What follows belongs to an exercise in optimizing a design on an open flow for small area, a short achievable clock period and few clock cycles; a production flow would make more cautious choices.
Only simulation tests tie the RTL to the original design; equivalence was not proved.
Power figures rest on the tool's default switching activity, not on a simulated workload.

===== design/flow/config.mk =====
export PLATFORM = sky130hd
export DESIGN_NAME = stcp_compress
export DESIGN_NICKNAME = stcp_compress
export VERILOG_FILES = /design/flow/design.v
export SDC_FILE = /design/flow/constraint.sdc
export NUM_CORES = 4
export LEC_CHECK = 0
export CAP_MARGIN = 20
export CORE_MARGIN = 2
export CORE_UTILIZATION = 40
export SLEW_MARGIN = 20

===== design/flow/constraint.sdc =====
create_clock -name core_clock -period 8.5 [get_ports {clk}]
set_input_delay 1.7000 -clock core_clock [delete_from_list [all_inputs] [get_ports {clk}]]
set_output_delay 1.7000 -clock core_clock [all_outputs]
set_load 0.01 [all_outputs]

===== design/flow/design.v =====
module stcp_compress (
    input  wire       clk,
    input  wire       rst,           
    input  wire       cmd_valid,
    output wire       cmd_ready,
    input  wire [1:0] cmd_op,        
    input  wire [1:0] cmd_plane,
    input  wire [1:0] cmd_mode,      
    input  wire [5:0] cmd_len,
    input  wire       in_valid,
    output reg        in_ready,
    input  wire [7:0] in_data,
    output wire       out_valid,
    input  wire       out_ready,
    output wire [7:0] out_data,
    output wire       res_valid,
    output wire [2:0] res_kind,
    output wire [5:0] res_len,
    output wire [7:0] res_dsize,
    output wire [7:0] res_psize,
    output wire       res_degraded,
    output wire       res_err,
    output wire       act_method
);
    localparam K_NONE = 3'd0, K_REPEAT = 3'd1, K_ALLZERO = 3'd2, K_DELTA = 3'd3,
               K_PACK = 3'd4, K_NOGAIN = 3'd5;
    localparam FD = 8;               
    integer k;
    reg  [4:0]   ph;
    reg  [255:0] ring0, ring1, ring2;
    reg  [5:0]   zcnt;               
    wire         zact = (zcnt != 6'd0);
    reg          act;                
    reg       cq_v, cq_row;
    reg [1:0] cq_op, cq_plane, cq_mode;
    reg [5:0] cq_len;
    assign cmd_ready = ~cq_v;
    reg       a_v, a_started;
    reg [1:0] a_plane, a_mode;
    reg [5:0] a_len, a_acc;
    reg [7:0] q0d, q1d;
    reg       q0v, q0f, q0l, q1v, q1f, q1l;
    reg        p_v, p_row, p_done;
    reg  [1:0] p_plane, p_mode;
    reg  [5:0] p_len;
    reg        all_eq, all_zero;
    reg  [7:0] dlen;
    reg  [5:0] doff;
    reg  [3:0] drun;
    reg  [7:0] plen, pval;
    reg  [5:0] pseg;
    reg        plit;
    reg  [31:0] dm, em;
    reg  [2:0] t_kind;
    reg        t_err, t_deg, t_clr, t_clract;
    reg        o_act, o_sel, o_rep, o_ehdr;
    reg  [1:0] o_plane;
    reg  [4:0] o_tgt;                
    reg  [5:0] o_left;               
    reg  [5:0] o_ptl;                
    reg  [5:0] o_off;                
    reg  [5:0] o_rem;                
    reg  [31:0] o_mask;
    reg  [7:0] f [0:FD-1];
    reg  [3:0] fc;
    reg        f_ne, f_sp2;
    reg        r0v, r1v, r_done;
    reg [27:0] r0, r1;               
    reg [5:0]  sent;
    assign out_data  = f[0];
    assign out_valid = f_ne & ~r_done;
    assign res_valid = r_done;
    assign {res_kind, res_len, res_dsize, res_psize, res_degraded, res_err, act_method} = r0;
    wire pop_b   = out_valid & out_ready;
    wire r_fire  = r_done;
    wire       o_fin_now;
    wire       o_free   = ~o_act | o_fin_now;
    wire       dec_row  = p_v & p_row & p_done & (ph == 5'd0) & o_free & ~r1v;
    wire       dec_tok  = p_v & ~p_row & ~o_act & ~r1v;
    wire       p_start_ok = ~p_v | dec_row;
    wire       proc     = q0v & (q0f ? ((ph == 5'd0) & p_start_ok) : 1'b1);
    wire       proc_first = proc & q0f;
    wire [1:0] pl   = q0f ? a_plane : p_plane;
    wire [7:0] head0 = ring0[7:0], head1 = ring1[7:0], head2 = ring2[7:0];
    wire [7:0] headp = (pl == 2'd0) ? head0 : (pl == 2'd1) ? head1 : head2;
    wire [7:0] rbyte = zact ? 8'd0 : headp;
    wire       diff  = (q0d != rbyte);
    wire       nz    = (q0d != 8'd0);
    wire       eqp   = ~q0f & (q0d == pval);
    wire [3:0] b_drun = q0f ? 4'd0 : drun;
    wire [5:0] b_doff = q0f ? 6'd0 : doff;
    wire [7:0] b_dlen = q0f ? 8'd0 : dlen;
    reg  [7:0] n_dlen;
    reg  [3:0] n_drun;
    reg  [5:0] n_doff;
    always @(*) begin
        if (diff) begin
            n_doff = 6'd0;
            if (b_drun == 4'd0 || b_drun == 4'd8) begin
                n_dlen = b_dlen + ((b_doff >= 6'd31) ? 8'd3 : 8'd2);
                n_drun = 4'd1;
            end else begin
                n_dlen = b_dlen + 8'd1;
                n_drun = b_drun + 4'd1;
            end
        end else begin
            n_dlen = b_dlen;
            n_drun = 4'd0;
            n_doff = b_doff + 6'd1;
        end
    end
    reg  [7:0] n_plen, n_pval;
    reg  [5:0] n_pseg;
    reg        n_plit;
    always @(*) begin
        n_plen = plen; n_pval = pval; n_pseg = pseg; n_plit = plit;
        if (q0f) begin
            n_plen = 8'd0; n_pval = q0d; n_pseg = 6'd1; n_plit = 1'b0;
        end else if (eqp) begin
            n_pseg = pseg + 6'd1;
        end else begin
            if (pseg >= 6'd3) begin
                n_plen = plen + 8'd2;
                n_plit = 1'b0;
            end else begin
                n_plen = plen + {2'b00, pseg} + {7'd0, ~plit};
                n_plit = 1'b1;
            end
            n_pval = q0d;
            n_pseg = 6'd1;
        end
    end
    wire       has_d  = p_mode[0];                       
    wire       has_p  = p_mode[1];                       
    wire       pnz    = (pval != 8'd0);
    wire [7:0] pcost  = (pseg >= 6'd3) ? 8'd2 : ({2'b00, pseg} + {7'd0, ~plit});
    wire [7:0] plen_f = plen + (pnz ? pcost : 8'd0);
    wire [5:0] ptrim  = pnz ? p_len : (p_len - pseg);
    wire [7:0] lenx   = {2'b00, p_len};
    wire       dg     = has_d & (dlen < lenx);
    wire       pg     = has_p & (plen_f < lenx);
    reg  [2:0] d_kind;
    always @(*) begin
        if (all_eq)        d_kind = K_REPEAT;
        else if (all_zero) d_kind = K_ALLZERO;
        else if (dg & pg)  d_kind = (dlen < plen_f) ? K_DELTA :
                                    (plen_f < dlen) ? K_PACK  : (act ? K_PACK : K_DELTA);
        else if (dg)       d_kind = K_DELTA;
        else if (pg)       d_kind = K_PACK;
        else               d_kind = K_NOGAIN;
    end
    wire       cand   = ~all_eq & ~all_zero;
    wire       d_isd  = (d_kind == K_DELTA);
    wire       d_isp  = (d_kind == K_PACK);
    wire [5:0] d_len  = d_isd ? dlen[5:0] : d_isp ? plen_f[5:0] : 6'd0;
    wire [7:0] d_dsz  = (cand & has_d) ? dlen : 8'hFF;
    wire [7:0] d_psz  = (cand & has_p) ? plen_f : 8'hFF;
    wire       d_act  = d_isd ? 1'b0 : d_isp ? 1'b1 : act;
    wire [27:0] d_res = {d_kind, d_len, d_dsz, d_psz, 1'b0, 1'b0, d_act};
    wire [27:0] t_res = {t_kind, 6'd0, 8'hFF, 8'hFF, t_deg, t_err, act & ~t_clract};
    wire [7:0] tail0 = ring0[255:248], tail1 = ring1[255:248], tail2 = ring2[255:248];
    wire [7:0] sbyte = (o_plane == 2'd0) ? tail0 : (o_plane == 2'd1) ? tail1 : tail2;
    wire       o_now  = o_act & (ph == o_tgt);
    wire       o_step = o_now & f_sp2;
    wire       mk0    = o_mask[31];
    reg  [2:0] dn1;
    always @(*) begin
        dn1 = 3'd7;
        for (k = 6; k >= 0; k = k - 1)
            if (!o_mask[k]) dn1 = k[2:0];            
    end
    reg  [5:0] rcnt;
    always @(*) begin
        rcnt = 6'd31;
        for (k = 30; k >= 0; k = k - 1)
            if (!o_mask[k]) rcnt = k[5:0];
    end
    reg  [5:0] rsd;
    always @(*) begin
        rsd = 6'd32;
        for (k = 29; k >= 1; k = k - 1)
            if (!o_mask[k-1] && o_mask[k] && o_mask[k+1]) rsd = k[5:0];
    end
    wire [5:0] lit_m = (rsd < o_ptl) ? rsd : o_ptl;
    reg  [1:0] npush;
    reg  [7:0] pa, pb;
    reg  [5:0] n_orem, n_ooff;
    reg        n_orep, n_oehdr;
    always @(*) begin
        npush = 2'd0; pa = sbyte; pb = sbyte;
        n_orem = o_rem; n_ooff = o_off; n_orep = o_rep; n_oehdr = o_ehdr;
        if (!o_sel) begin
            if (o_rem != 6'd0) begin
                npush = 2'd1; pa = sbyte; n_orem = o_rem - 6'd1; n_ooff = 6'd0;
            end else if (!mk0) begin
                n_ooff = o_off + 6'd1;
                if (o_mask[0] && o_off == 6'd30) begin
                    npush = 2'd1; pa = 8'h1F; n_oehdr = 1'b1;
                end
            end else begin
                npush = 2'd2;
                pa = o_ehdr ? 8'h00 : {dn1, o_off[4:0]};
                pb = sbyte;
                n_orem = {3'd0, dn1};
                n_ooff = 6'd0;
                n_oehdr = 1'b0;
            end
        end else begin
            if (o_rem != 6'd0) begin
                npush = o_rep ? 2'd0 : 2'd1; pa = sbyte; n_orem = o_rem - 6'd1;
            end else if (o_mask[0] & o_mask[1]) begin
                npush = 2'd2; pa = 8'd0 - {2'b00, rcnt}; pb = sbyte;
                n_orem = rcnt; n_orep = 1'b1;
            end else begin
                npush = 2'd2; pa = {2'b00, lit_m} - 8'd1; pb = sbyte;
                n_orem = lit_m - 6'd1; n_orep = 1'b0;
            end
        end
    end
    wire [1:0] npush_e = o_step ? npush : 2'd0;
    assign o_fin_now = o_step & (o_left == {4'd0, npush});
    wire a_take = in_valid & in_ready;
    wire [5:0] a_acc_n = a_acc + {5'd0, a_take};
    wire a_rel = a_v & (a_acc_n == a_len) & (a_started | (proc_first));
    wire [1:0] cp = cq_plane;
    wire conflict = (p_v & p_row & p_plane == cp) | (o_act & o_plane == cp)
                  | (q0v & q0f & a_plane == cp);
    wire a_disp = cq_v & cq_row & (~a_v | a_rel) & ~conflict;
    wire t_disp = cq_v & ~cq_row & ~a_v & ~q0v & ~q1v & ~p_v;
    wire zc = p_v & p_row & ({1'b0, ph} >= p_len);
    always @(posedge clk) begin
        ring0 <= {((proc && pl == 2'd0) ? q0d : (zact ? 8'd0 : head0)), ring0[255:8]};
        ring1 <= {((proc && pl == 2'd1) ? q0d : (zact ? 8'd0 : head1)), ring1[255:8]};
        ring2 <= {((proc && pl == 2'd2) ? q0d : (zact ? 8'd0 : head2)), ring2[255:8]};
        dm <= {(proc ? diff : (zc ? 1'b0 : dm[0])), dm[31:1]};
        em <= {(proc ? eqp  : (zc ? 1'b0 : em[0])), em[31:1]};
    end
    wire [3:0] wpa = fc, wpb = fc + 4'd1;
    integer j;
    always @(posedge clk) begin
        for (j = 0; j < FD; j = j + 1) begin
            if (pop_b) begin
                if (j + 1 < FD) begin
                    if (npush_e != 2'd0 && wpa == j + 1)       f[j] <= pa;
                    else if (npush_e == 2'd2 && wpb == j + 1)  f[j] <= pb;
                    else                                       f[j] <= f[(j + 1) % FD];
                end
            end else begin
                if (npush_e != 2'd0 && wpa == j)               f[j] <= pa;
                else if (npush_e == 2'd2 && wpb == j)          f[j] <= pb;
            end
        end
    end
    wire [3:0] fc_n = fc + {2'd0, npush_e} - {3'd0, pop_b};
    always @(posedge clk) begin
        if (rst) begin
            ph <= 5'd0;
            zcnt <= 6'd32;
            act <= 1'b0;
            cq_v <= 1'b0;
            a_v <= 1'b0; a_started <= 1'b0; a_acc <= 6'd0;
            in_ready <= 1'b0;
            q0v <= 1'b0; q1v <= 1'b0;
            p_v <= 1'b0; p_done <= 1'b0;
            o_act <= 1'b0;
            fc <= 4'd0; f_ne <= 1'b0; f_sp2 <= 1'b1;
            r0v <= 1'b0; r1v <= 1'b0; r_done <= 1'b0; sent <= 6'd0;
        end else begin
            ph <= ph + 5'd1;
            if (zcnt != 6'd0) zcnt <= zcnt - 6'd1;
            if (cmd_valid & ~cq_v) begin
                cq_v <= 1'b1;
                cq_op <= cmd_op; cq_plane <= cmd_plane; cq_mode <= cmd_mode; cq_len <= cmd_len;
                cq_row <= (cmd_op == 2'd0) && (cmd_plane != 2'd3) && (cmd_mode != 2'd0)
                          && (cmd_len != 6'd0) && (cmd_len <= 6'd32);
            end else if (a_disp | t_disp) begin
                cq_v <= 1'b0;
            end
            if (a_disp) begin
                a_v <= 1'b1; a_started <= 1'b0; a_acc <= 6'd0;
                a_plane <= cq_plane; a_mode <= cq_mode; a_len <= cq_len;
            end else begin
                if (a_rel) a_v <= 1'b0;
                a_acc <= a_acc_n;
                if (proc_first) a_started <= 1'b1;
            end
            begin : iq
                reg v0, v1, f0, f1, l0, l1;
                reg [7:0] d0, d1;
                v0 = q0v; v1 = q1v; f0 = q0f; f1 = q1f; l0 = q0l; l1 = q1l; d0 = q0d; d1 = q1d;
                if (proc) begin v0 = v1; f0 = f1; l0 = l1; d0 = d1; v1 = 1'b0; end
                if (a_take) begin
                    if (!v0) begin v0 = 1'b1; d0 = in_data; f0 = (a_acc == 6'd0); l0 = (a_acc_n == a_len); end
                    else     begin v1 = 1'b1; d1 = in_data; f1 = (a_acc == 6'd0); l1 = (a_acc_n == a_len); end
                end
                q0v <= v0; q1v <= v1; q0f <= f0; q1f <= f1; q0l <= l0; q1l <= l1; q0d <= d0; q1d <= d1;
            end
            begin : ir
                reg       av;
                reg [5:0] acc, len;
                reg [2:0] cnt;
                av  = a_disp ? 1'b1 : (a_v & ~a_rel);
                acc = a_disp ? 6'd0 : a_acc_n;
                len = a_disp ? cq_len : a_len;
                cnt = {2'b00, q0v} + {2'b00, q1v} + {2'b00, a_take} - {2'b00, proc};
                in_ready <= av && (acc < len) && (ph + 5'd2 == acc[4:0]) && (cnt <= 3'd1);
            end
            if (proc) begin
                if (q0f) begin
                    p_v <= 1'b1; p_row <= 1'b1;
                    p_plane <= a_plane; p_mode <= a_mode; p_len <= a_len;
                    all_eq <= ~diff; all_zero <= ~nz;
                end else begin
                    if (diff) all_eq <= 1'b0;
                    if (nz) all_zero <= 1'b0;
                end
                dlen <= n_dlen; drun <= n_drun; doff <= n_doff;
                plen <= n_plen; pval <= n_pval; pseg <= n_pseg; plit <= n_plit;
                p_done <= q0l;
            end else if (dec_row | dec_tok) begin
                p_v <= 1'b0; p_done <= 1'b0;
            end else if (t_disp) begin
                p_v <= 1'b1; p_row <= 1'b0;
                t_err <= 1'b0; t_deg <= 1'b0; t_clr <= 1'b0; t_clract <= 1'b0;
                t_kind <= K_NONE;
                case (cq_op)
                    2'd0: begin
                        if (cq_plane == 2'd3)      t_err <= 1'b1;
                        else if (cq_mode == 2'd0)  t_kind <= K_NOGAIN;
                        else if (cq_len > 6'd32) begin t_kind <= K_NOGAIN; t_deg <= 1'b1; end
                        else                       t_kind <= K_REPEAT;
                    end
                    2'd1: t_clr <= 1'b1;
                    2'd2: begin t_clr <= 1'b1; t_clract <= 1'b1; end
                    default: ;
                endcase
            end
            if (dec_row) begin
                if (d_isd) act <= 1'b0;
                if (d_isp) act <= 1'b1;
            end
            if (dec_tok) begin
                if (t_clr) zcnt <= 6'd32;
                if (t_clract) act <= 1'b0;
            end
            if (dec_row & (d_isd | d_isp)) begin
                o_act <= 1'b1; o_sel <= d_isp; o_plane <= p_plane;
                o_tgt <= 5'd1; o_left <= d_len; o_ptl <= ptrim;
                o_off <= 6'd0; o_rem <= 6'd0; o_rep <= 1'b0; o_ehdr <= 1'b0;
            end else if (o_step) begin
                if (o_fin_now) o_act <= 1'b0;
                o_tgt <= o_tgt + 5'd1;
                o_left <= o_left - {4'd0, npush};
                o_ptl <= o_ptl - 6'd1;
                o_rem <= n_orem; o_off <= n_ooff; o_rep <= n_orep; o_ehdr <= n_oehdr;
            end
            fc <= fc_n;
            f_ne <= (fc_n != 4'd0);
            f_sp2 <= (fc_n <= FD - 2);
            begin : rq
                reg v0, v1;
                reg [27:0] e0, e1;
                reg [5:0] s;
                v0 = r0v; v1 = r1v; e0 = r0; e1 = r1;
                if (r_fire) begin v0 = v1; e0 = e1; v1 = 1'b0; end
                s = r_fire ? 6'd0 : sent + {5'd0, pop_b};
                r_done <= v0 & (s == e0[24:19]);
                if (dec_row | dec_tok) begin
                    if (!v0) begin v0 = 1'b1; e0 = dec_row ? d_res : t_res; end
                    else     begin v1 = 1'b1; e1 = dec_row ? d_res : t_res; end
                end
                r0v <= v0; r1v <= v1; r0 <= e0; r1 <= e1; sent <= s;
            end
        end
    end
    always @(posedge clk) begin
        if (dec_row)
            o_mask <= d_isp ? {em[0], em[31:1]} : {dm[0], dm[31:1]};
        else begin
            o_mask <= {o_mask[0], (o_step ? 1'b0 : o_mask[31]), o_mask[30:1]};
        end
    end
endmodule

===== design/flow/run.sh =====
#!/bin/bash
# synth_recipe.tcl (not shown) runs the flow's synth.tcl, then flattens the netlist and writes it again
# the make line also repeats each setting of config.mk as NAME=value (left out here)
make -C /OpenROAD-flow-scripts/flow DESIGN_CONFIG=/design/flow/config.mk WORK_HOME=/design/flow/orfs CLKGATE_MAP_FILE= SYNTH_SCRIPT=/design/flow/synth_recipe.tcl finish

==> results of run 1 <==
## through the flow
stage	instances	util, %	setup WS [ns]
after floorplan	3029	-	3.04
after global placement	4246	42.4	2.65
after detailed placement	4247	42.4	2.57
after CTS	4439	46.3	2.50
after global routing	4439	46.3	1.92
final	4439	46.3	2.48
## cells by family (layout without fill, tap and decap cells)
logic type / count (synthesis) / in the layout / synth area share, %
XOR/XNOR: 104 / 104 / 2.46
buffers and inverters: 227 / 394 / 2.69
flip-flops: 1162 / 1162 / 68.4
AND/OR/NAND/NOR: 756 / 756 / 9.51
AO/OA/AOI/OAI: 507 / 507 / 8.79
other: 1 / 4 / 0.0101
adder cells (fa/ha/maj): 94 / 94 / 3.31
multiplexers: 175 / 175 / 4.84
## area by class of cell
cell class	instances	area share, %
Clock buffer	151	7.33
Clock inverter	41	1.14
Inverter	108	0.953
Multi-Input combinational cell	1640	25.3
Sequential cell	1162	59.6
Tap cell	1243	3.66
Timing Repair Buffer	94	2.03
## worst max-delay path: stages, from the launching register on
cell      delay [ns]
edfxtp_1        0.53
ha_1            0.28
nor2_1          0.07
and2_1          0.24
and3_1          0.23
ha_1            0.21
fa_1            0.40
a21o_1          0.17
a21oi_1         0.23
o21bai_1        0.09
a21oi_1         0.17
xor2_1          0.26
inv_1           0.07
ha_1            0.29
a21o_1          0.16
a21oi_1         0.17
a21oi_1         0.11
a2111o_1        0.40
or3_2           0.88
inv_2           0.32
a22oi_1         0.18
o32ai_1         0.33
## flip-flops by register name, summed over array words and instances, names as in the netlist, 8 cells and up
name / count
ring0: 256
ring2: 256
o_mask: 32
pval: 8
ring1: 256
r0: 28
dm: 32
q0d: 8
em: 32
f: 64
plen: 8
q1d: 8
dlen: 8
r1: 28
## routing by layer
metal,vias to the layer above,wire length (um),share of wire [%]
met1,9907,35000,49
met5,-,0,0
met3,144,3700,5.2
li1,10588,-,-
met4,0,2160,3.0
met2,425,30400,43
## layout by cell type (no fill, tap or decap), drive strengths merged, types with 7 or more instances in the layout
| cell type | count |
|---|---|
| nand2 | 311 |
| and2 | 27 |
| nor4 | 16 |
| clkdlybuf4s50 | 64 |
| o22ai | 18 |
| mux2 | 25 |
| inv | 112 |
| a21oi | 99 |
| nand3 | 44 |
| mux2i | 150 |
| and3 | 14 |
| o31ai | 9 |
| nand2b | 13 |
| nand4 | 17 |
| nor3 | 41 |
| buf | 30 |
| xor2 | 45 |
| edfxtp | 208 |
| clkinv | 32 |
| nand3b | 13 |
| or4 | 7 |
| nor2b | 36 |
| a22oi | 15 |
| nor2 | 189 |
| o21ai | 183 |
| clkbuf | 151 |
| a211oi | 22 |
| ha | 87 |
| a21o | 27 |
| xnor2 | 59 |
| a31oi | 26 |
| o21a | 23 |
| dfxtp | 954 |
| or3 | 7 |
| o211ai | 21 |
| a21boi | 7 |
| fa | 7 |
## worst paths after layout
path / cells past startpoint / to
worst max-delay path: 21 / r0[19]
worst min-delay path: 0 / ring2[138]
worst max register to register: 21 / r0[19]
worst min register to register: 0 / ring2[138]
## synth_stat cells (all sizes together), types with 6 or more instances
cell	instances
dfxtp	954
nand2	311
edfxtp	208
nor2	189
o21ai	183
mux2i	150
inv	107
a21oi	99
clkbuf	93
ha	87
xnor2	59
xor2	45
nand3	44
nor3	41
nor2b	36
a21o	27
and2	27
a31oi	26
buf	26
mux2	25
o21a	23
a211oi	22
o211ai	21
o22ai	18
nand4	17
nor4	16
a22oi	15
and3	14
nand2b	13
nand3b	13
o31ai	9
a21boi	7
fa	7
or3	7
or4	7
a311oi	6
a41o	6
nor4b	6
## where the power goes
part / switching [mW] / internal (mW)
logic: 0.480 / 0.421
registers: 0.106 / 5.82
clock network: 2.04 / 2.70
==> results.yml, run 1 <==
route:
  initialDrtViolationCount: 1373
  vias_per_cell: 4.75
  wire_per_inst_um: 16.0
  detail-route-antenna-nets: 0
  drc: 0
  drt_pass1_iterations: 5
  wl_um: 71200
  vias: 21064
yosys:
  synth-seq-area-share_pct: 68.4
  synth-edff-count: 208
  ys.flop_type: "dfxtp_1"
  async_flop_share_pct: 0
  yosysWarnings: 2
  yosysUniqueCellTypes: 98
  synthesis.area_sq_um: 37100
  yosysTopAreaCellShare_pct: 51.5
  synth_area_leaders: "dfxtp_1 52%, edfxtp_1 17%, mux2i_1 4.0%"
  ys_seq_elements: 1162
  syn_avg_cell_area_sq_um: 12.2
  yosys.area.top_type: "dfxtp_1"
  syn_inst: 3026
grt:
  met3_usage_pct: 3.15
  gr-total-overflow: 0
  grt_first_pass_wirelength_um: 113000
  grt_max_degree: 80
  grt_util_met1_pct: 21.2
  grt_pass1_vias: 20155
  busiest_layer: "met2"
  use_met2_pct: 22.7
  antenna_found_initial: 2
  grt_usage_pct: 15.0
cts:
  htreeDepth: 3
  cts_setup_buffers: 0
  cts_buffers: 104
  clockRootBuffer: "clkbuf_16"
  cts_tree: "yes"
  clk_pin_slew_ns: 0.06
  insertion_delay_ns: 0.69
  cts_resized: 0
  clockBufferDepth: 3
  cts.sinks: 1162
  postCtsHoldBufs: 0
timing:
  finalSetupTns_ns: 0
  hold_ws_ns: 0.313
  finalSetupViolations: 0
  fmax_ghz: 0.166
  maxSlewViolCount: 0
  clock_skew_ns: 0.0567
  max_slew_margin_pct: 22.6
  hold_violations: 0
  period_share_pct: 70.8
  period_needed_ns: 6.02
  tightest_slew_ns: 1.15
  rsz0062_at_grt: "false"
critical_path:
  critPathArrivalTime_ns: 6.48
  cp_data_required_time_ns: 8.96
  critPathLaunch: "pseg[1]"
  regToRegSetupSlack_ns: 2.48
  regToRegStartpoint: "pseg[1]"
  cp_max_fo: 33
  critPathCaptureType: "flip-flop"
  path_class: "reg -> reg"
  cp-start-kind: "flip-flop"
die:
  die-area_sq_um: 95100
  rows: 111
  die_w_um: 308
  design.core.area_sq_um: 91800
  fp.dieH_um: 308
  start_util_pct: 40.4
  ios: 65
placed_design:
  io_buffers: 64
  placed_area_sq_um: 38900
  place_congestion: 0.878
  hpwl_um: 47300
cells_and_area:
  nets: 3229
  design_area_sq_um: 42500
  n_antenna_cell: 0
  fillers: 8287
  layout-drive-gt1-share_pct: 8.76
  register_area_sq_um: 25300
  syn2layout_area_growth_pct: 14.8
  multiInputGateArea_sq_um: 10800
power:
  power_mw: 11.6
  cellLeakagePower_nw: 17.1
  ir_drop_mv: 0.220
  power_density_nw_per_um2: 272
status:
  outcome: "finished clean"
run:
  max-cap-violations: 0
min_path:
  min_from: "ring2[146]"
  hold_class: "reg -> reg"
Testbench counts, summed over its fixed seeds: cycles 123,028.
==> run 2: changes to the inputs <==
--- a/design/flow/design.v
+++ b/design/flow/design.v
@@ -50,6 +50,8 @@
     reg  [7:0] plen, pval;
     reg  [5:0] pseg;
     reg        plit;
+    reg  [7:0] pf;                   
+    reg  [5:0] ptr;                  
     reg  [31:0] dm, em;
     reg  [2:0] t_kind;
     reg        t_err, t_deg, t_clr, t_clract;
@@ -66,7 +68,7 @@
     reg        f_ne, f_sp2;
     reg        r0v, r1v, r_done;
     reg [27:0] r0, r1;               
-    reg [5:0]  sent;
+    reg [5:0]  rleft;                
     assign out_data  = f[0];
     assign out_valid = f_ne & ~r_done;
     assign res_valid = r_done;
@@ -109,33 +111,35 @@
             n_doff = b_doff + 6'd1;
         end
     end
-    reg  [7:0] n_plen, n_pval;
+    reg  [7:0] n_plen, n_pval, n_pf;
     reg  [5:0] n_pseg;
     reg        n_plit;
+    wire       ps1 = (pseg == 6'd1), ps2 = (pseg == 6'd2);
+    wire [2:0] cold = ps1 ? {2'b00, ~plit} + 3'd1 : ps2 ? {2'b00, ~plit} + 3'd2 : 3'd2;
+    wire [2:0] cnew = nz ? ((ps1 | ps2) ? 3'd1 : 3'd2) : 3'd0;
     always @(*) begin
-        n_plen = plen; n_pval = pval; n_pseg = pseg; n_plit = plit;
+        n_plen = plen; n_pval = pval; n_pseg = pseg; n_plit = plit; n_pf = pf;
         if (q0f) begin
             n_plen = 8'd0; n_pval = q0d; n_pseg = 6'd1; n_plit = 1'b0;
+            n_pf = nz ? 8'd2 : 8'd0;
         end else if (eqp) begin
             n_pseg = pseg + 6'd1;
-        end else begin
-            if (pseg >= 6'd3) begin
-                n_plen = plen + 8'd2;
-                n_plit = 1'b0;
-            end else begin
-                n_plen = plen + {2'b00, pseg} + {7'd0, ~plit};
-                n_plit = 1'b1;
+            if (nz) begin
+                if (ps1) n_pf = pf + 8'd1;
+                else if (ps2 & ~plit) n_pf = pf - 8'd1;
             end
+        end else begin
+            n_plen = plen + {5'd0, cold};
+            n_plit = ps1 | ps2;
+            n_pf   = plen + {5'd0, cold} + {5'd0, cnew};
             n_pval = q0d;
             n_pseg = 6'd1;
         end
     end
     wire       has_d  = p_mode[0];                       
     wire       has_p  = p_mode[1];                       
-    wire       pnz    = (pval != 8'd0);
-    wire [7:0] pcost  = (pseg >= 6'd3) ? 8'd2 : ({2'b00, pseg} + {7'd0, ~plit});
-    wire [7:0] plen_f = plen + (pnz ? pcost : 8'd0);
-    wire [5:0] ptrim  = pnz ? p_len : (p_len - pseg);
+    wire [7:0] plen_f = pf;
+    wire [5:0] ptrim  = ptr;
     wire [7:0] lenx   = {2'b00, p_len};
     wire       dg     = has_d & (dlen < lenx);
     wire       pg     = has_p & (plen_f < lenx);
@@ -264,7 +268,7 @@
             p_v <= 1'b0; p_done <= 1'b0;
             o_act <= 1'b0;
             fc <= 4'd0; f_ne <= 1'b0; f_sp2 <= 1'b1;
-            r0v <= 1'b0; r1v <= 1'b0; r_done <= 1'b0; sent <= 6'd0;
+            r0v <= 1'b0; r1v <= 1'b0; r_done <= 1'b0; rleft <= 6'd0;
         end else begin
             ph <= ph + 5'd1;
             if (zcnt != 6'd0) zcnt <= zcnt - 6'd1;
@@ -315,7 +319,9 @@
                     if (nz) all_zero <= 1'b0;
                 end
                 dlen <= n_dlen; drun <= n_drun; doff <= n_doff;
-                plen <= n_plen; pval <= n_pval; pseg <= n_pseg; plit <= n_plit;
+                plen <= n_plen; pval <= n_pval; pseg <= n_pseg; plit <= n_plit; pf <= n_pf;
+                if (nz) ptr <= {1'b0, ph} + 6'd1;
+                else if (q0f) ptr <= 6'd0;
                 p_done <= q0l;
             end else if (dec_row | dec_tok) begin
                 p_v <= 1'b0; p_done <= 1'b0;
@@ -362,14 +368,19 @@
                 reg [27:0] e0, e1;
                 reg [5:0] s;
                 v0 = r0v; v1 = r1v; e0 = r0; e1 = r1;
-                if (r_fire) begin v0 = v1; e0 = e1; v1 = 1'b0; end
-                s = r_fire ? 6'd0 : sent + {5'd0, pop_b};
-                r_done <= v0 & (s == e0[24:19]);
+                if (r_fire) begin
+                    v0 = v1; e0 = e1; v1 = 1'b0;
+                    s = r1[24:19];
+                    r_done <= r1v & (r1[24:19] == 6'd0);
+                end else begin
+                    s = rleft - {5'd0, pop_b};
+                    r_done <= r0v & (pop_b ? (rleft == 6'd1) : (rleft == 6'd0));
+                end
                 if (dec_row | dec_tok) begin
-                    if (!v0) begin v0 = 1'b1; e0 = dec_row ? d_res : t_res; end
+                    if (!v0) begin v0 = 1'b1; e0 = dec_row ? d_res : t_res; s = dec_row ? d_len : 6'd0; end
                     else     begin v1 = 1'b1; e1 = dec_row ? d_res : t_res; end
                 end
-                r0v <= v0; r1v <= v1; r0 <= e0; r1 <= e1; sent <= s;
+                r0v <= v0; r1v <= v1; r0 <= e0; r1 <= e1; rleft <= s;
             end
         end
     end
--- a/design/flow/config.mk
+++ b/design/flow/config.mk
@@ -7,5 +7,6 @@
 export LEC_CHECK = 0
 export CAP_MARGIN = 20
 export CORE_MARGIN = 2
-export CORE_UTILIZATION = 40
+export CORE_UTILIZATION = 65
+export SETUP_SLACK_MARGIN = 3.5
 export SLEW_MARGIN = 20
==> run 2 against run 1 <==
Compared with the run above:
- cell count down 10%
- critical path type unchanged
- largest cell class unchanged
- count of clock-buffer cells in the layout rose by 7
- combinational power rose by 1%
- highest routed layer is now met5
- power up 2.2%
==> results.yml, run 2 <==
status:
  outcome: "finished clean"
yosys:
  yosys.area.top_type: "dfxtp_1"
  synth-edff-count: 222
  async_flop_share_pct: 0
  syn_avg_cell_area_sq_um: 12.3
  yosysTopAreaCellShare_pct: 51.3
  yosysWarnings: 2
  yosysUniqueCellTypes: 92
  syn_inst: 3034
  synth-seq-area-share_pct: 69.2
  synth_commonest_cells: "954 x dfxtp_1, 294 x nand2_1, 222 x edfxtp_1"
  ys.flop_type: "dfxtp_1"
  synth_most_common_cell: "dfxtp_1"
  synth_area_leaders: "dfxtp_1 51%, edfxtp_1 18%, mux2i_1 4.1%"
  ys_seq_elements: 1176
  synthesis.area_sq_um: 37200
route:
  detail-route-antenna-nets: 0
  wl_um: 81900
  vias: 22544
  initialDrtViolationCount: 1736
  drt_pass1_iterations: 6
  drc: 0
  wire_per_inst_um: 20.5
  vias_per_cell: 5.66
cells_and_area:
  nets: 3250
  layout-drive-gt1-share_pct: 10.5
  largestRegisters: "ring0: 256 flops, ring1: 256 flops, ring2: 256 flops"
  n_antenna_cell: 0
  layout_common_cells: "953 x dfxtp_1, 290 x nand2_1, 222 x edfxtp_1"
  syn2layout_area_growth_pct: 15.1
  final_common_cell: "dfxtp_1"
  design_area_sq_um: 42800
min_path:
  hold_path_depth: 0
  min_from: "em[28]"
  hold_class: "reg -> reg"
  hold_path_end: "em[27]"
placed_design:
  placed_area_sq_um: 38700
  io_buffers: 64
  place_congestion: 0.870
  hpwl_um: 49100
die:
  die_w_um: 243
  rows: 87
  start_util_pct: 65.9
  ios: 65
  design.core.area_sq_um: 56500
  fp.dieH_um: 243
  die-area_sq_um: 59200
timing:
  clock_skew_ns: 0.0503
  hold_violations: 0
  maxSlewViolCount: 0
  finalSetupViolations: 0
  rsz0062_at_grt: "true"
  period_share_pct: 58.0
  period_needed_ns: 4.93
  finalSetupTns_ns: 0
  max_slew_margin_pct: 26.8
  tightest_slew_ns: 1.09
  fmax_ghz: 0.203
cts:
  cts.sinks: 1176
  cts_tree: "yes"
  clk_pin_slew_ns: 0.06
  postCtsHoldBufs: 0
  insertion_delay_ns: 0.68
  cts_buffers: 103
  clockBufferDepth: 3
  clockRootBuffer: "clkbuf_16"
  htreeDepth: 3
critical_path:
  path_class: "reg -> reg"
  critPathArrivalTime_ns: 5.48
  rr_endpoint: "in_ready"
  cp_max_fo: 3
  cp_data_required_time_ns: 9.05
  r2r_cells: 24
  regToRegStartpoint: "o_rem[0]"
  cp-start-kind: "flip-flop"
  critPathCaptureType: "flip-flop"
  regToRegSetupSlack_ns: 3.57
grt:
  grt_max_degree: 78
  grt_first_pass_wirelength_um: 129000
  gr-total-overflow: 0
  antenna_found_initial: 2
  grt_pass1_vias: 22751
  grt_usage_pct: 27.9
run:
  max-cap-violations: 0
power:
  ir_drop_mv: 0.236
  cellLeakagePower_nw: 16.4
  power_density_nw_per_um2: 276
## run 2: worst max-delay path by stage
| stage | slack, ns | endpoint | from |
|---|---|---|---|
| after floorplan | 3.50 | in_ready | in_valid |
| after global placement | 2.50 | o_off[2] | o_rem[0] |
| after detailed placement | 2.29 | o_off[3] | o_rem[0] |
| after CTS | 3.51 | in_ready | o_rem[0] |
| after global routing | 3.39 | in_ready | o_rem[0] |
| final | 3.57 | in_ready | o_rem[0] |
## run 2: power breakdown
part	switching [mW]	leakage, nW	internal, mW
Sequential	0.124	9.76	5.90
Combinational	0.503	4.84	0.411
Clock	2.09	1.78	2.80
## run 2: kinds of logic after synthesis
kind of cell	Yosys count	share of synthesized area, %
AOI/OAI and AO/OA	504	8.53
DFF	1176	69.2
buffers and inverters	215	2.24
muxes	177	4.88
and+or+nand+nor	772	9.67
adders and majority gates	86	3.01
xor gates and xnor gates	104	2.45
## run 2: cell type report
type	instances	area, sq um
timing repair buffer	113	1070
fill	3484	13700
clock inverter	35	487
sequential	1176	25800
multi-input combinational	1644	11000
tap	756	946
inverter	102	387
clock buffer	158	3150
## run 2: routing by layer
layer	routed length, um	vias up	track usage [%]
met1	35000	10929	37.5
met2	40200	748	46.7
met3	4430	176	4.49
met4	2160	2	8.44
li1	-	10689	-
met5	17	-	0
## run 2: stage by stage
step,util (%),setup slack [ns],std cells,total power [mW],hold WS (ns)
after detailed placement,68.5,2.29,3770,6.97,0.312
after floorplan,-,3.50,3034,6.74,0.310
after CTS,75.4,3.51,3978,11.9,0.306
final,75.8,3.57,3984,11.8,0.304
after global placement,68.5,2.50,3769,6.92,0.310
after global routing,75.8,3.39,3984,12.2,0.307
## run 2: what timing repair did
action,4_1_cts,5_1_grt
pin swaps,16,18
setup endpoints to repair,60,73
buffers inserted,13,5
resized for setup,29,27
cloned,2,0
## run 2: worst max-delay path, stage by stage, from the launching register on
cell and delay (ns):
edfxtp_1 0.40, inv_1 0.08, ha_2 0.18, or3b_4 0.41, or3_4 0.36, a21oi_2 0.14, o22ai_2 0.09, ha_1 0.33
nand2_1 0.07, nor4b_2 0.24, a41o_1 0.34, a31oi_4 0.12, or2_4 0.28, nand2_4 0.08, nand2_4 0.07, buf_12 0.15
clkinvlp_4 0.09, ha_4 0.20, inv_2 0.06, ha_4 0.20, a21oi_4 0.16, xnor2_2 0.11, a2111oi_4 0.32, nand4_1 0.14
a2111oi_2 0.20
Testbench counts of run 2, summed over its fixed seeds: cycles 123,028.
==> run 3: changes to the inputs <==
--- a/design/flow/config.mk
+++ b/design/flow/config.mk
@@ -7,6 +7,5 @@
 export LEC_CHECK = 0
 export CAP_MARGIN = 20
 export CORE_MARGIN = 2
-export CORE_UTILIZATION = 65
-export SETUP_SLACK_MARGIN = 3.5
+export CORE_UTILIZATION = 40
 export SLEW_MARGIN = 20
==> run 3 against run 2 <==
Compared with the run above:
- sequential cell count unchanged
- worst setup slack worse by 1.6 ns
- via count is 5.8% lower
- register-to-register slack got worse by 1.6 ns
- clock skew rose by 0.0035 ns
- global-route usage is 13 points lower
- synthesized cell count stayed put
- count of clock-buffer cells in the layout decreased by 4
- non-clock buffer count shrank 17
- combinational power decreased by 8.4%
==> results.yml, run 3 <==
critical_path:
  critPathCaptureType: "flip-flop"
  regToRegStartpoint: "o_rem[0]"
  path_class: "reg -> reg"
  cp_max_fo: 25
  critPathArrivalTime_ns: 7.12
  cp-start-kind: "flip-flop"
  critPathLaunch: "o_rem[0]"
  cp_data_required_time_ns: 9.06
grt:
  grt_pass1_vias: 20550
  grt_max_degree: 78
  antenna_found_initial: 0
  grt_usage_pct: 15.1
  gr-total-overflow: 0
  grt_first_pass_wirelength_um: 115000
placed_design:
  dp_cells: 4260
  hpwl_um: 47200
  place_congestion: 0.822
  placed_area_sq_um: 39300
  io_buffers: 64
route:
  wire_per_inst_um: 16.1
  drc: 0
  initialDrtViolationCount: 1378
  vias_per_cell: 4.76
  vias: 21226
  detail-route-antenna-nets: 0
  drt_pass1_iterations: 7
  wl_um: 71600
die:
  die-area_sq_um: 95500
  design.core.area_sq_um: 91900
  rows: 111
  die_w_um: 309
  ios: 65
  fp.dieH_um: 309
  start_util_pct: 40.5
yosys:
  synth-xor-area-share_pct: 2.45
  async_flop_share_pct: 0
  yosysUniqueCellTypes: 92
  syn_inst: 3034
  synthSimpleGateAreaFrac_pct: 9.67
  synth_most_common_cell: "dfxtp_1"
  yosys.area.top_type: "dfxtp_1"
  synth_mux_area_share_pct: 4.88
  synthesis.area_sq_um: 37200
  synth_commonest_cells: "954 x dfxtp_1, 294 x nand2_1, 222 x edfxtp_1"
  synthAdderAreaFrac_pct: 3.01
  synth-compound-area-share_pct: 8.53
  yosysWarnings: 2
  syn_avg_cell_area_sq_um: 12.3
  synth-edff-count: 222
  synth_area_leaders: "dfxtp_1 51%, edfxtp_1 18%, mux2i_1 4.1%"
  synth_top_family_by_area: "simple AND/OR/NAND/NOR gates"
  yosysTopAreaCellShare_pct: 51.3
  ys_seq_elements: 1176
  synth-seq-area-share_pct: 69.2
  ys.flop_type: "dfxtp_1"
cts:
  insertion_delay_ns: 0.68
  cts_tree: "yes"
  clockRootBuffer: "clkbuf_16"
  cts_buffers: 109
  postCtsHoldBufs: 0
  cts_resized: 0
  clk_pin_slew_ns: 0.06
  cts.sinks: 1176
  htreeDepth: 3
  clockBufferDepth: 3
  cts_setup_buffers: 0
power:
  cellLeakagePower_nw: 16.3
  ir_drop_mv: 0.240
  power_density_nw_per_um2: 275
min_path:
  hold_class: "reg -> reg"
  min_from: "ring1[26]"
timing:
  max_slew_margin_pct: 26.9
  finalSetupViolations: 0
  finalSetupTns_ns: 0
  rsz0062_at_grt: "false"
  hold_violations: 0
  fmax_ghz: 0.152
  tightest_slew_ns: 1.09
  period_share_pct: 77.2
  maxSlewViolCount: 0
  clock_skew_ns: 0.0538
  period_needed_ns: 6.56
cells_and_area:
  design_area_sq_um: 43100
  nets: 3238
  final_cells: 4462
  layout_common_cells: "953 x dfxtp_1, 294 x nand2_1, 222 x edfxtp_1"
  layout-drive-gt1-share_pct: 9.04
  final_common_cell: "dfxtp_1"
  largestRegisters: "ring0: 256 flops, ring1: 256 flops, ring2: 256 flops"
  post-route-util_pct: 46.9
  syn2layout_area_growth_pct: 15.8
run:
  max-cap-violations: 0
status:
  outcome: "finished clean"
## run 3: cell counts after synthesis
No cell type changed its count.
## run 3: final timing paths
path,cells past startpoint,slack [ns],endpoint
setup / recovery,23,1.94,in_ready
hold / removal,0,0.32,ring1[18]
setup reg to reg,23,1.94,in_ready
hold reg to reg,0,0.32,ring1[18]
## run 3: kinds of logic (layout without fill, tap and decap cells)
family	count (synthesis)	in the layout
multiplexers	177	177
adder cells (fa/ha/maj)	86	86
buffers and inverters	215	399
flip-flops	1176	1176
XOR/XNOR	104	104
AND/OR/NAND/NOR	772	772
AO/OA/AOI/OAI	504	504
other	0	1
## run 3: area by class of cell
cell class | instances | area (sq um)
tap | 1243 | 1560
fill | 8291 | 48800
multi-input combinational | 1643 | 10700
timing repair buffer | 96 | 881
sequential | 1176 | 25800
inverter | 102 | 383
clock inverter | 47 | 623
clock buffer | 154 | 3200
antenna | 1 | 2.50
## run 3: metrics by stage
step	power, mW	hold WS, ns	setup WS [ns]
finish	11.9	0.318	1.94
global route	12.4	0.326	1.36
CTS	12.0	0.323	1.93
detailed placement	6.96	0.312	1.89
global placement	6.95	0.309	2.01
floorplan	6.73	0.310	2.88
## run 3: critical path, stage by stage (launching register included)
cell       delay, ns
edfxtp_1        0.42
inv_1           0.08
ha_1            0.21
or3b_1          0.44
or3_1           0.50
a21oi_1         0.19
o22ai_1         0.15
ha_1            0.34
nand2_1         0.05
nor4b_1         0.24
a41o_1          0.30
a31oi_1         0.15
or2_2           0.31
nand2_1         0.09
nand2_1         0.62
inv_1           0.66
ha_1            0.33
inv_1           0.05
ha_1            0.22
a21oi_1         0.17
xnor2_1         0.10
a2111oi_0       0.37
nand4_1         0.13
a2111oi_0       0.36
## run 3: metal layers
metal / wire length, um / up-vias / part of all wire [%] / track usage, %
li1: - / 10684 / - / -
met1: 36000 / 10024 / 50 / 22.0
met2: 31100 / 411 / 43 / 23.0
met3: 2990 / 107 / 4.2 / 2.56
met4: 1550 / 0 / 2.2 / 4.50
met5: 0 / - / 0 / 0
## run 3: where the power goes
group          switching (mW)  internal, mW
sequential              0.105          5.90
clock                    2.07          2.96
combinational           0.435         0.401
==> run 4: changes to the inputs <==
--- a/design/flow/design.v
+++ b/design/flow/design.v
@@ -76,7 +76,7 @@
     wire pop_b   = out_valid & out_ready;
     wire r_fire  = r_done;
     wire       o_fin_now;
-    wire       o_free   = ~o_act | o_fin_now;
+    wire       o_free   = ~o_act | ((o_tgt == 5'd0) & f_sp2);
     wire       dec_row  = p_v & p_row & p_done & (ph == 5'd0) & o_free & ~r1v;
     wire       dec_tok  = p_v & ~p_row & ~o_act & ~r1v;
     wire       p_start_ok = ~p_v | dec_row;
@@ -302,12 +302,12 @@
             begin : ir
                 reg       av;
                 reg [5:0] acc, len;
-                reg [2:0] cnt;
+                reg [1:0] cnp;
                 av  = a_disp ? 1'b1 : (a_v & ~a_rel);
                 acc = a_disp ? 6'd0 : a_acc_n;
                 len = a_disp ? cq_len : a_len;
-                cnt = {2'b00, q0v} + {2'b00, q1v} + {2'b00, a_take} - {2'b00, proc};
-                in_ready <= av && (acc < len) && (ph + 5'd2 == acc[4:0]) && (cnt <= 3'd1);
+                cnp = {1'b0, q0v} + {1'b0, q1v} + {1'b0, a_take};
+                in_ready <= av && (acc < len) && (ph + 5'd2 == acc[4:0]) && ((cnp <= 2'd1) || (cnp == 2'd2 && proc));
             end
             if (proc) begin
                 if (q0f) begin
==> run 4 against run 3 <==
Compared with the run above:
- wire length fell by 1.3%
- first-iteration DRC count fell by 1.8%
- clock skew fell by 0.0061 ns
- power fell by 0.68%
- clock power fell by 2%
- register-to-register slack improved by 1.4 ns
- global-route usage fell by 0.24 points
- utilization fell by 0.45 points
- worst setup slack improved by 1.1 ns
==> results.yml, run 4 <==
timing:
  rsz0062_at_grt: "false"
  fmax_ghz: 0.185
  maxSlewViolCount: 0
  finalSetupViolations: 0
  period_share_pct: 63.7
  finalSetupTns_ns: 0
  clock_skew_ns: 0.0477
  hold_violations: 0
  max_slew_margin_pct: 30.6
  period_needed_ns: 5.41
  tightest_slew_ns: 1.02
yosys:
  synthSimpleGateAreaFrac_pct: 9.91
  synth_mux_area_share_pct: 4.61
  synthesis.area_sq_um: 37300
  synth_most_common_cell: "dfxtp_1"
  syn_inst: 3060
  ys.flop_type: "dfxtp_1"
  async_flop_share_pct: 0
  synth_area_leaders: "dfxtp_1 51%, edfxtp_1 18%, mux2i_1 3.8%"
  synth-edff-count: 222
  synth-xor-area-share_pct: 2.52
  syn_avg_cell_area_sq_um: 12.2
  yosys.area.top_type: "dfxtp_1"
  synth_top_family_by_area: "simple AND/OR/NAND/NOR gates"
  synth-compound-area-share_pct: 8.67
  ys_seq_elements: 1176
  yosysTopAreaCellShare_pct: 51.2
  synthAdderAreaFrac_pct: 2.96
  yosysWarnings: 2
  yosysUniqueCellTypes: 96
  synth-seq-area-share_pct: 69.1
  synth_commonest_cells: "954 x dfxtp_1, 261 x nand2_1, 258 x nor2_1"
route:
  drc: 0
  vias_per_cell: 4.73
  wire_per_inst_um: 15.7
  wl_um: 70700
  detail-route-antenna-nets: 0
  drt_pass1_iterations: 5
  initialDrtViolationCount: 1353
  vias: 21294
die:
  ios: 65
  fp.dieH_um: 309
  rows: 112
  start_util_pct: 40.2
  die-area_sq_um: 95700
  die_w_um: 309
  design.core.area_sq_um: 92900
critical_path:
  cp_max_fo: 20
  cp-start-kind: "input pin"
  cp_data_required_time_ns: 9.04
  critPathCaptureType: "flip-flop"
  path_class: "in -> reg"
  critPathArrivalTime_ns: 5.96
cells_and_area:
  post-route-util_pct: 46.4
  final_common_cell: "dfxtp_1"
  syn2layout_area_growth_pct: 15.6
  design_area_sq_um: 43100
  largestRegisters: "ring0: 256 flops, ring1: 256 flops, ring2: 256 flops"
  layout-drive-gt1-share_pct: 9.52
  nets: 3263
  layout_common_cells: "953 x dfxtp_1, 260 x nand2_1, 256 x nor2_1"
power:
  p_clk_share_pct: 41.8
  combPwrFrac_pct: 7.2
  p_int_mw: 9.14
  power_mw: 11.8
  ir_drop_mv: 0.202
  power_density_nw_per_um2: 273
  cellLeakagePower_nw: 16.2
  power_switching_mw: 2.65
  seqPwrFrac_pct: 50.9
  swShare_pct: 22.5
grt:
  antenna_found_initial: 2
  gr-total-overflow: 0
  grt_pass1_vias: 20456
  grt_max_degree: 82
  grt_first_pass_wirelength_um: 114000
  grt_usage_pct: 14.9
min_path:
  hold_class: "reg -> reg"
placed_design:
  placed_area_sq_um: 39300
  io_buffers: 64
  place_congestion: 0.847
  hpwl_um: 46800
cts:
  cts_tree: "yes"
  cts_resized: 0
  clockRootBuffer: "clkbuf_16"
  cts_buffers: 109
  htreeDepth: 3
  cts_setup_buffers: 0
  insertion_delay_ns: 0.69
  clk_pin_slew_ns: 0.06
  cts.sinks: 1176
  clockBufferDepth: 3
  postCtsHoldBufs: 0
run:
  max-cap-violations: 0
status:
  outcome: "finished clean"
run 4: changes by cell type in the layout (fill, tap and decap cells not counted), sizes merged, moves of 10 or more:
cell and delta:
a21oi +30, o21ai -18, nand2 -33, nor2 +55, a31oi -10
run 4: cell families (layout without fill, tap and decap cells):
kind of cell | Yosys count | count (layout)
buf+inv | 218 | 405
xor+xnor | 105 | 105
fa+ha+maj | 84 | 84
compound gates | 515 | 515
flops | 1176 | 1176
mux | 168 | 168
other cells | 0 | 1
simple gates | 794 | 794
run 4: final cells by class:
cell class | count | area, sq um
repair buffers | 101 | 913
diodes | 1 | 2.50
flip-flops and latches | 1176 | 25800
clock buffers | 158 | 3240
multi-input cells | 1666 | 10700
inverters | 100 | 375
fillers | 8408 | 49800
clock inverters | 46 | 538
well taps | 1254 | 1570
run 4: per-layer routing:
metal / share of wire, % / global-route usage (%) / vias up
met5: 0.017 / 0 / -
met4: 1.8 / 4.12 / 2
met3: 4.6 / 2.94 / 102
met2: 44 / 22.6 / 339
met1: 50 / 21.6 / 10092
li1: - / - / 10759
run 4: power groups by stage:
stage,Sequential [mW],Clock (mW),Combinational (mW)
2_1_floorplan,6.10,0,0.648
3_3_place_gp,6.12,0,0.842
3_5_place_dp,6.13,0,0.855
4_1_cts,6.01,5.06,0.863
5_1_grt,6.02,5.28,0.978
6_report,6.01,4.93,0.854
run 4: stage by stage:
step / instances / worst slack, ns / hold slack, ns
after floorplan: 3060 / 2.94 / 0.310
after global placement: 4297 / 2.55 / 0.309
after detailed placement: 4297 / 2.48 / 0.312
after CTS: 4501 / 3.15 / 0.304
after global routing: 4501 / 2.72 / 0.314
final: 4502 / 3.09 / 0.303
run 4: path summary, 6_finish.rpt:
check	from	end	slack (ns)	cells after the start
worst max-delay path	in_valid	in_ready	3.09	19
worst min-delay path	ring0[110]	ring0[102]	0.30	0
worst max register to register	o_mask[18]	f[0][6]	3.35	18
worst min register to register	ring0[110]	ring0[102]	0.30	0
run 4: worst max-delay path, stage by stage:
cell and delay [ns]:
clkdlybuf4s50_1 0.42, nand2_1 0.16, inv_1 0.08, ha_1 0.22
ha_1 0.22, xnor2_1 0.48, xnor2_1 0.14, nor3_1 0.20
nand4_1 0.16, o21ai_0 0.23, nor2b_1 0.15, buf_4 0.26
mux2i_1 0.26, ha_1 0.27, a21o_1 0.16, a21o_1 0.17
a211oi_1 0.24, nand3_1 0.10, nor4_1 0.32
Testbench counts of run 4, summed over its fixed seeds: cycles 123,028.
==> run 5: changes to the inputs <==
--- a/design/flow/config.mk
+++ b/design/flow/config.mk
@@ -7,5 +7,6 @@
 export LEC_CHECK = 0
 export CAP_MARGIN = 20
 export CORE_MARGIN = 2
-export CORE_UTILIZATION = 40
+export CORE_UTILIZATION = 65
+export SETUP_SLACK_MARGIN = 5
 export SLEW_MARGIN = 20
==> run 5 against run 4 <==
Compared with the run above:
- still clean on timing, DRC and antenna
- cell count is 9.1% lower
- register-to-register slack better by 0.93 ns
- power is 2.6% higher
- non-clock buffer count is 91 higher
- worst hold slack better by 0.0045 ns
- via count is 11% higher
- critical path depth is 2 lower
- largest cell class unchanged
- highest routed layer is now met4
==> results.yml, run 5 <==
yosys:
  yosys.area.top_type: "dfxtp_1"
  synth-edff-count: 222
  synth-seq-area-share_pct: 69.1
  yosysWarnings: 2
  yosysTopAreaCellShare_pct: 51.2
  syn_avg_cell_area_sq_um: 12.2
  syn_inst: 3060
  synthesis.area_sq_um: 37300
  synth_most_common_cell: "dfxtp_1"
  ys_seq_elements: 1176
  synth_area_leaders: "dfxtp_1 51%, edfxtp_1 18%, mux2i_1 3.8%"
  ys.flop_type: "dfxtp_1"
  yosysUniqueCellTypes: 96
  async_flop_share_pct: 0
  synth_commonest_cells: "954 x dfxtp_1, 261 x nand2_1, 258 x nor2_1"
cells_and_area:
  syn2layout_area_growth_pct: 20.1
  multiInputGateArea_sq_um: 12200
  nets: 3354
  fillers: 3162
  largestRegisters: "ring0: 256 flops, ring1: 256 flops, ring2: 256 flops"
  register_area_sq_um: 25800
  final_common_cell: "dfxtp_1"
  layout_common_cells: "925 x dfxtp_1, 254 x nand2_1, 240 x nor2_1"
  layout-drive-gt1-share_pct: 17.5
  n_antenna_cell: 0
route:
  drc: 0
  wire_per_inst_um: 21.6
  detail-route-antenna-nets: 0
  initialDrtViolationCount: 2084
  drt_pass1_iterations: 5
  vias_per_cell: 5.75
  wl_um: 88400
  vias: 23548
timing:
  hold_ws_ns: 0.308
  clock_skew_ns: 0.0455
  tightest_slew_ns: 1.02
  period_share_pct: 50.9
  maxSlewViolCount: 0
  finalSetupTns_ns: 0
  period_needed_ns: 4.33
  rsz0062_at_grt: "true"
  hold_violations: 0
  max_slew_margin_pct: 31.5
  finalSetupViolations: 0
  fmax_ghz: 0.231
critical_path:
  r2r_cells: 19
  regToRegStartpoint: "o_mask[12]"
  cp_data_required_time_ns: 9.09
  cp-endpoint: "in_ready"
  critPathArrivalTime_ns: 4.92
  cp_max_fo: 4
  rr_endpoint: "f[0][4]"
  regToRegSetupSlack_ns: 4.28
  path_class: "in -> reg"
  critPathCaptureType: "flip-flop"
  critPathLaunch: "in_valid"
  cp-start-kind: "input pin"
min_path:
  hold_class: "reg -> reg"
placed_design:
  io_buffers: 64
  hpwl_um: 48900
  place_congestion: 0.898
cts:
  cts_buffers: 104
  cts.sinks: 1176
  clk_pin_slew_ns: 0.07
  insertion_delay_ns: 0.68
  clockRootBuffer: "clkbuf_16"
  cts_tree: "yes"
  clockBufferDepth: 3
  htreeDepth: 3
die:
  design.core.area_sq_um: 56600
  die_w_um: 244
  start_util_pct: 65.9
  fp.dieH_um: 244
  ios: 65
  die-area_sq_um: 59300
  rows: 87
power:
  cellLeakagePower_nw: 17.0
  ir_drop_mv: 0.299
  power_mw: 12.1
  power_density_nw_per_um2: 270
grt:
  grt_usage_pct: 29.0
  grt_max_degree: 82
  gr-total-overflow: 0
  antenna_found_initial: 3
  grt_first_pass_wirelength_um: 134000
  grt_pass1_vias: 23760
status:
  outcome: "finished clean"
run:
  max-cap-violations: 0
## run 5: cell types whose count changed in the layout (fill, tap and decap cells not counted), sizes merged, moves of 2 or more
cell           before  now
dlygate4sd2         0    3
buf                38  127
clkinv             32   27
inv               106  114
clkinvlp            3    1
clkbuf            158  148
clkdlybuf4s50      63   58
bufinv              5   10
## run 5: how the worst min path moves through the flow
stage | slack [ns] | depth (start not counted) | endpoint | from
after CTS | 0.30 | 0 | ring1[6] | ring1[14]
after detailed placement | 0.31 | 0 | ring0[150] | ring0[158]
after floorplan | 0.31 | 0 | ring0[0] | ring0[8]
after global placement | 0.31 | 0 | ring2[161] | ring2[169]
final | 0.31 | 0 | ring1[6] | ring1[14]
after global routing | 0.32 | 0 | ring1[6] | ring1[14]
## run 5: final cells by class
type	count	area share (%)
clock buffer	147	6.60
clock inverter	50	1.40
inverter	100	0.888
multi-input combinational	1669	27.2
sequential	1176	57.6
tap	756	2.11
timing repair buffer	192	4.18
timing repair inverter	2	0.0391
## run 5: critical path: stages
cell and delay, ns:
buf_8 0.10, nand2_8 0.08, inv_6 0.04, ha_4 0.16
nand3_1 0.10, xor2_1 0.31, xor2_1 0.23, nand4_1 0.18
o21ai_2 0.21, nor2b_4 0.29, mux2i_2 0.28, ha_1 0.28
a21o_1 0.16, a21o_1 0.18, a211oi_2 0.22, nand3_1 0.11
nor4_1 0.27
## run 5: layer usage
layer,track usage (%),wire [um],up-vias,part of all wire [%]
met2,49.4,43800,873,49
li1,-,-,10906,-
met5,0,0,-,0
met3,4.53,5570,221,6.3
met4,10.1,2890,0,3.3
met1,37.9,36200,11548,41
## run 5: what timing repair did
item,in CTS,in global routing
buffers inserted,62,38
gates resized for setup,166,131
cloned,6,1
hold buffers,0,0
setup endpoints to repair,272,209
pin swaps,45,52
## run 5: stage by stage
stage,setup WS (ns),cell area (sq um),utilization (%),instances
floorplan,3.91,37800,-,3060
global placement,2.69,39000,68.9,3788
detailed placement,2.67,39000,68.9,3788
finish,4.17,44800,79.2,4092
global route,4.01,44800,79.2,4092
CTS,4.31,43800,77.4,4053
## run 5: report_power, final
part | switching [mW] | internal [mW]
Combinational | 0.649 | 0.516
Sequential | 0.132 | 5.90
Clock | 2.13 | 2.77
Total | 2.91 | 9.18
## run 5: cells by family after synthesis
family	share of synthesized area [%]
buf+inv	2.28
flops	69.1
compound gates	8.67
fa+ha+maj	2.96
mux	4.61
simple gates	9.91
xor+xnor	2.52

what the ideal ports hide:
No port has a modelled driver above. Below, the same layouts with a new extraction and two added sets of constraints. Step 1: set_driving_cell puts a clkbuf_16 on clk and a buf_2 on each other input, an assumption about the parent block. Step 2, shift: input delay + t, output delay - t, t = (earliest + latest rising clock arrival at the registers) / 2. This alone moves slack from input paths to output paths. Slacks: no drivers / after step 1 / after step 2; pairs: no drivers / after step 1.
run | t (ns) | setup slack, ns | hold WS [ns] | worst setup path after step 2 | cell pins on the clock port's net
run 1 | 0.728 | 2.479 / 2.479 / 2.479 | 0.313 / 0.313 / 0.313 | register to register | 1
run 2 | 0.720 | 3.574 / 3.574 / 2.994 | 0.304 / 0.304 / 0.304 | input to register | 1
run 3 | 0.718 | 1.940 / 1.940 / 1.940 | 0.318 / 0.318 / 0.318 | register to register | 1
run 4 | 0.731 | 3.086 / 3.121 / 2.390 | 0.303 / 0.303 / 0.303 | input to register | 1
run 5 | 0.721 | 4.172 / 4.193 / 3.472 | 0.308 / 0.308 / 0.308 | input to register | 1
After both steps every run listed still meets setup and hold. For run 5, which loses most, drivers alone change the setup slack by +0.021 ns; drivers and shift together by -0.700 ns.
